What follows belongs to an exercise in optimizing a design on an open flow for small area, a short achievable clock period and few clock cycles; a production flow would make more cautious choices.
The RTL was checked by simulation tests, not by an equivalence proof against the original design.
Power and IR drop assume default switching activity.

==> design/flow/design.v <==
module calip_demod (
    input  wire        clk,
    input  wire        rst,           
    input  wire        s_valid,
    output wire        s_ready,
    input  wire [11:0] s_sample,      
    input  wire [31:0] s_sin,         
    input  wire [31:0] s_cos,         
    input  wire        s_last,        
    input  wire        s_upd,         
    input  wire        s_rezero,      
    input  wire [15:0] thresh,        
    input  wire [31:0] pitch,         
    input  wire        init,          
    input  wire [16:0] init_angle,    
    output reg         out_valid,
    output reg  [31:0] sum_sin,
    output reg  [31:0] sum_cos,
    output reg  [16:0] angle,
    output reg  [16:0] delta,
    output reg         advanced,
    output reg  [31:0] unwrap,
    output reg  [31:0] pos_phys
);
    localparam ITERS = 20;
    localparam W     = 38;            
    localparam ZW    = 25;            
    localparam [2:0] S_ACC  = 3'd0,
                     S_NORM = 3'd1,
                     S_ROT  = 3'd2,
                     S_FIN  = 3'd3,
                     S_MUL  = 3'd4;
    reg [2:0] state;
    reg       first;                  
    reg       upd_q, rezero_q;
    reg [16:0] last_angle;
    reg signed [W-1:0]  cx, cy;
    reg signed [ZW-1:0] cz;
    reg [4:0]           iter;
    reg                 x_neg, y_neg, both_zero;
    assign s_ready = (state == S_ACC);
    wire [31:0] prod_sin = s_sin * {20'd0, s_sample};
    wire [31:0] prod_cos = s_cos * {20'd0, s_sample};
    wire [31:0] ax = sum_cos[31] ? (~sum_cos + 32'd1) : sum_cos;
    wire [31:0] ay = sum_sin[31] ? (~sum_sin + 32'd1) : sum_sin;
    wire [31:0] m  = ax | ay;
    reg [4:0] lz;
    integer k;
    always @(*) begin
        lz = 5'd0;
        for (k = 0; k < 32; k = k + 1)
            if (m[k]) lz = 5'd31 - k[4:0];
    end
    wire [31:0] nx = ax << lz;
    wire [31:0] ny = ay << lz;
    function [ZW-1:0] atan_tab;
        input [4:0] i;
        case (i)
            5'd0:  atan_tab = 25'd2097152;
            5'd1:  atan_tab = 25'd1238021;
            5'd2:  atan_tab = 25'd654136;
            5'd3:  atan_tab = 25'd332050;
            5'd4:  atan_tab = 25'd166669;
            5'd5:  atan_tab = 25'd83416;
            5'd6:  atan_tab = 25'd41718;
            5'd7:  atan_tab = 25'd20860;
            5'd8:  atan_tab = 25'd10430;
            5'd9:  atan_tab = 25'd5215;
            5'd10: atan_tab = 25'd2608;
            5'd11: atan_tab = 25'd1304;
            5'd12: atan_tab = 25'd652;
            5'd13: atan_tab = 25'd326;
            5'd14: atan_tab = 25'd163;
            5'd15: atan_tab = 25'd81;
            5'd16: atan_tab = 25'd41;
            5'd17: atan_tab = 25'd20;
            5'd18: atan_tab = 25'd10;
            5'd19: atan_tab = 25'd5;
            default: atan_tab = 25'd0;
        endcase
    endfunction
    wire signed [W-1:0]  xs = cx >>> iter;
    wire signed [W-1:0]  ys = cy >>> iter;
    wire signed [ZW-1:0] at = atan_tab(iter);
    localparam signed [ZW-1:0] PI_Z = 25'sd8388608;    
    reg signed [ZW-1:0] r_full;
    always @(*) begin
        case ({x_neg, y_neg})
            2'b00: r_full = cz;
            2'b10: r_full = PI_Z - cz;
            2'b11: r_full = cz - PI_Z;
            default: r_full = -cz;
        endcase
    end
    wire signed [ZW-1:0] r_rnd   = r_full + 25'sd128;
    wire signed [16:0]   a_round = r_rnd[24:8];
    wire signed [16:0]   a_new   = both_zero ? 17'sd0 :
                                   (a_round == -17'sd32768) ? 17'sd32768 : a_round;
    wire signed [17:0] d0 = {a_new[16], a_new} - {last_angle[16], last_angle};
    wire signed [17:0] d  = (d0 >  18'sd32768) ? d0 - 18'sd65536 :
                            (d0 < -18'sd32768) ? d0 + 18'sd65536 : d0;
    wire        [16:0] dmag = d[17] ? (~d[16:0] + 17'd1) : d[16:0];
    wire               adv  = dmag > {1'b0, thresh};
    wire signed [64:0] pos_full = $signed(unwrap) * $signed({1'b0, pitch});
    always @(posedge clk) begin
        if (rst) begin
            state      <= S_ACC;
            first      <= 1'b1;
            upd_q      <= 1'b0;
            rezero_q   <= 1'b0;
            last_angle <= 17'd0;
            out_valid  <= 1'b0;
            sum_sin    <= 32'd0;
            sum_cos    <= 32'd0;
            angle      <= 17'd0;
            delta      <= 17'd0;
            advanced   <= 1'b0;
            unwrap     <= 32'd0;
            pos_phys   <= 32'd0;
            cx         <= {W{1'b0}};
            cy         <= {W{1'b0}};
            cz         <= {ZW{1'b0}};
            iter       <= 5'd0;
            x_neg      <= 1'b0;
            y_neg      <= 1'b0;
            both_zero  <= 1'b0;
        end else begin
            out_valid <= 1'b0;
            case (state)
                S_ACC: begin
                    if (init) begin
                        last_angle <= init_angle;
                        unwrap     <= 32'd0;
                        delta      <= 17'd0;
                        advanced   <= 1'b0;
                    end
                    if (s_valid) begin
                        sum_sin <= first ? prod_sin : sum_sin + prod_sin;
                        sum_cos <= first ? prod_cos : sum_cos + prod_cos;
                        first   <= s_last;
                        if (s_last) begin
                            upd_q    <= s_upd;
                            rezero_q <= s_rezero;
                            state    <= S_NORM;
                        end
                    end
                end
                S_NORM: begin
                    cx        <= {3'b000, nx, 3'b000};
                    cy        <= {3'b000, ny, 3'b000};
                    cz        <= {ZW{1'b0}};
                    iter      <= 5'd0;
                    x_neg     <= sum_cos[31];
                    y_neg     <= sum_sin[31];
                    both_zero <= (m == 32'd0);
                    state     <= S_ROT;
                end
                S_ROT: begin
                    if (!cy[W-1]) begin
                        cx <= cx + ys;
                        cy <= cy - xs;
                        cz <= cz + at;
                    end else begin
                        cx <= cx - ys;
                        cy <= cy + xs;
                        cz <= cz - at;
                    end
                    iter <= iter + 5'd1;
                    if (iter == ITERS - 1)
                        state <= S_FIN;
                end
                S_FIN: begin
                    angle <= a_new;
                    if (upd_q) begin
                        delta <= d[16:0];
                        if (adv) begin
                            last_angle <= a_new;
                            advanced   <= 1'b1;
                        end else begin
                            advanced   <= 1'b0;
                        end
                    end
                    if (rezero_q)
                        unwrap <= 32'd0;
                    else if (upd_q && adv)
                        unwrap <= unwrap + {{15{d[16]}}, d[16:0]};
                    state <= S_MUL;
                end
                S_MUL: begin
                    pos_phys  <= pos_full[47:16];
                    out_valid <= 1'b1;
                    state     <= S_ACC;
                end
                default: state <= S_ACC;
            endcase
        end
    end
endmodule
==> design/flow/run.sh <==
#!/bin/bash
# synth_recipe.tcl (not shown) runs the flow's synth.tcl, then flattens the netlist and writes it again
# the make line also repeats each setting of config.mk as NAME=value (left out here)
make -C /OpenROAD-flow-scripts/flow DESIGN_CONFIG=/design/flow/config.mk WORK_HOME=/design/flow/orfs CLKGATE_MAP_FILE= SYNTH_SCRIPT=/design/flow/synth_recipe.tcl finish
==> design/flow/config.mk <==
export PLATFORM = sky130hd
export DESIGN_NAME = calip_demod
export DESIGN_NICKNAME = calip_demod
export VERILOG_FILES = /design/flow/design.v
export SDC_FILE = /design/flow/constraint.sdc
export NUM_CORES = 4
export LEC_CHECK = 0
export CAP_MARGIN = 20
export CORE_MARGIN = 2
export CORE_UTILIZATION = 40
export PLACE_DENSITY = 0.6
export SLEW_MARGIN = 20
==> design/flow/constraint.sdc <==
create_clock -name core_clock -period 12.0 [get_ports {clk}]
set_input_delay 2.4000 -clock core_clock [delete_from_list [all_inputs] [get_ports {clk}]]
set_output_delay 2.4000 -clock core_clock [all_outputs]
set_load 0.01 [all_outputs]
==> flow_summary_export.csv <==
group,metric,value,unit
sta,setup_tns,0,ns
finish,drive_gt1_share,5.13,%
placed_design,pre_cts_slack,0.256,ns
setup_path,worstPathMaxFanout,16,
die,fp.dieH,454,um
setup_path,cp-end-kind,"flip-flop",
synthesis,yosysWarnings,1,
clock_tree,cts_buffer_depth,3,
sta,fmaxAchievable,89.7,MHz
placed_design,placed_area,86200,um^2
finish,fin_util,43.6,%
global_route,grt_usage,26.9,%
sta,slew_headroom,11.7,%
clock_tree,clk_latency,0.66,ns
die,die_w,454,um
worst_hold_path,hold_path_class,"reg2reg",
power,ir_drop,0.602,mV
die,rows,165,
sta,fin_ws,0.852,ns
routing,antenna_left,0,
finish,area_delta_synth_final,8.59,%
clock_tree,postCtsSetupBuffers,0,
finish,fin_area,87900,um^2
setup_path,worstPathArrival,11.72,ns
synthesis,async_reset_ff_share,0,%
global_route,grt_pass1_wl,434000,um
die,core_area,202000,um^2
setup_path,crit_path_top_delay_cell,"or4b_1",
synthesis,synthCells,9882,
sta,worstMarginPinSlew,1.31,ns
synthesis,ys_seq_elements,318,
status,status,"finished clean",
setup_path,required,12.57,ns
synthesis,synth_edf_count,0,
clock_tree,cts.sinks,318,
routing,drc,0,
setup_path,critPathMaxStageDelay,0.60,ns
synthesis,synth_ff_type,"dfxtp_1",
placed_design,hpwl,217000,um
synthesis,syn_area_per_cell,8.19,um^2
power,cellPowerDensity,251,nW/um^2
routing,wl_per_cell,22.2,um
setup_path,critPathMostFrequentCell,"a21o_1",
routing,drtIter0Drc,5960,
synthesis,syn_area,80900,um^2
synthesis,synth_nets,11831,
setup_path,rr_worst_depth,43,
clock_tree,cts_made_buffers,46,
worst_hold_path,holdPathStages,2,
placed_design,portBuffers,312,
sta,finalCriticalPeriod,11.15,ns
synthesis,synthTopCellsByArea,"fa_1 (31%), ha_1 (8.3%), dfxtp_1 (7.9%)",
global_route,grt_max_degree,98,
global_route,antenna_found_initial,8,
routing,firstDrtPassIters,7,
routing,wl,277000,um
setup_path,criticalPathCategory,"reg2reg",
clock_tree,clockRootBuffer,"clkbuf_16",
clock_tree,cts_tree,"built",
power,leakage,38.5,nW
setup_path,crit_path_start_kind,"flip-flop",
sta,fin_crit_sh,92.9,%
placed_design,gp_congestion,0.937,
sta,fin_skew,0.0343,ns
global_route,overflow,0,
global_route,grt_pass1_vias,73190,
finish,nNetsFinal,11751,
routing,vias,71109,
synthesis,yosysUniqueCellTypes,113,
synthesis,ys_seq_area_share,7.87,%
synthesis,synth_top_area_share,31.3,%
sta,slew_violations,0,
die,start_util,40.1,%
die,die_area,206000,um^2
sta,rsz0062_at_grt,"false",
flow_run,cap_violations,0,
sta,finalHoldViolCount,0,
clock_tree,h-tree-depth,2,
die,pin_count,313,
routing,viasPerCell,5.68,
sta,setup_violations,0,
clock_tree,path_clk_slew,0.06,ns
synthesis,yosys.area.top_type,"fa_1",
## final cells by class
class                   count  area (um^2)
well taps                2672         3340
multi-input cells        7548        66900
clock buffers              60         1300
flip-flops and latches    318         6390
inverters                1416         5320
fillers                 19999       114000
diodes                      6         15.0
clock inverters            23          292
repair buffers            472         4310
## state kept, by name, summed over array words and instances (netlist names), 17 cells and up
signal	cells
cx	38
cy	38
pos_phys	32
sum_cos	32
sum_sin	32
unwrap	32
cz	25
at	22
angle	17
delta	17
last_angle	17
## routing by layer
metal / global-route usage, % / part of all wire (%) / vias up
met5: 0 / 0.0047 / -
met3: 3.66 / 7.0 / 453
met2: 45.1 / 47 / 2773
li1: - / - / 32045
met1: 35.3 / 41 / 35836
met4: 9.98 / 4.3 / 2
## logic make-up after synthesis
| kind of cell | synth area share [%] |
|---|---|
| and+or+nand+nor | 18.9 |
| AOI/OAI and AO/OA | 13.8 |
| xor gates and xnor gates | 5.45 |
| buffers and inverters | 9.59 |
| DFF | 7.87 |
| muxes | 4.77 |
| adders and majority gates | 39.6 |
## layout by cell type, fill, tap and decap left out, drive strengths merged, types with 59 or more instances in the layout
master         instances
a211oi               119
a21o                 105
a21oi                457
a22oi                 76
a31oi                 67
and2                 499
buf                  169
clkbuf                60
clkdlybuf4s50        303
dfxtp                318
fa                  1265
ha                   536
inv                 1415
mux2i                107
mux4                 101
nand2               1474
nand2b                66
nand3                 96
nor2                 620
nor3                 196
o211ai                75
o21a                  59
o21ai                318
xnor2                325
xor2                 178
## worst paths after layout
kind                                    from           end  slack (ns)
worst max-delay path                   cz[9]    unwrap[31]        0.85
worst min-delay path            pos_phys[10]  pos_phys[10]        0.45
worst max register to register         cz[9]    unwrap[31]        0.85
worst min register to register  pos_phys[10]  pos_phys[10]        0.45
## repair_timing
| item | 4_1_cts | 5_1_grt |
|---|---|---|
| endpoints found under the setup margin | 0 | 49 |
| resized for setup | 0 | 8 |
| hold buffers | 0 | 0 |
## synth_stat cells, drive strengths merged (101+ instances only)
cell and count:
clkbuf 507, a211oi 119, a21oi 457, xnor2 325, o21ai 318, nand2 1474, mux2i 107, nor3 196
xor2 178, inv 1413, ha 536, a21o 105, nor2 620, fa 1265, dfxtp 318, and2 499
mux4 101
## metrics by stage
stage	std cells	total power [W]	hold WS, ns
2_1_floorplan	9882	0.0155	0.454
3_3_place_gp	12424	0.0199	0.439
3_5_place_dp	12424	0.0202	0.447
4_1_cts	12507	0.0218	0.453
5_1_grt	12513	0.0241	0.470
6_report	12515	0.0220	0.448
## worst max-delay path, delay by kind of cell, from the launching register on
kind,cells,cell delay [ns]
and+or+nand+nor,13,4.48
adders and majority gates,3,0.98
muxes,1,0.24
DFF,1,0.47
xor gates and xnor gates,3,0.62
buffers and inverters,3,0.50
AOI/OAI and AO/OA,20,3.79
## where the power goes
| part | total (W) | switching (W) | internal (W) |
|---|---|---|---|
| combinational | 0.0190 | 0.0115 | 0.00756 |
| sequential | 0.00152 | 0.000329 | 0.00119 |
| clock | 0.00150 | 0.000627 | 0.000872 |
| total | 0.0220 | 0.0124 | 0.00962 |
Testbench counts, summed over its fixed seeds: cycles 58,600.

static timing again, ports no longer ideal:
How much do the figures lean on ideal ports? The routed layout below was timed once more, with nothing changed but the port constraints.
Step 1 assumes that a clkbuf_16 drives the clock port and a buf_2 every other input.
Step 2, shift: input delay + t, output delay - t, t = (earliest + latest rising clock arrival at the registers) / 2. This alone moves slack from input paths to output paths.
Slacks: ideal ports / drivers / drivers and shift; pairs: ideal ports / drivers.
shift t [ns]: 0.731
setup slack, ns: 0.852 / 0.852 / 0.378
worst register clock-pin slew, ns: 0.07 / 0.07
After both steps this run still meets setup and hold. The setup slack of this run moves by 0.000 ns with the drivers and by -0.474 ns with both steps.
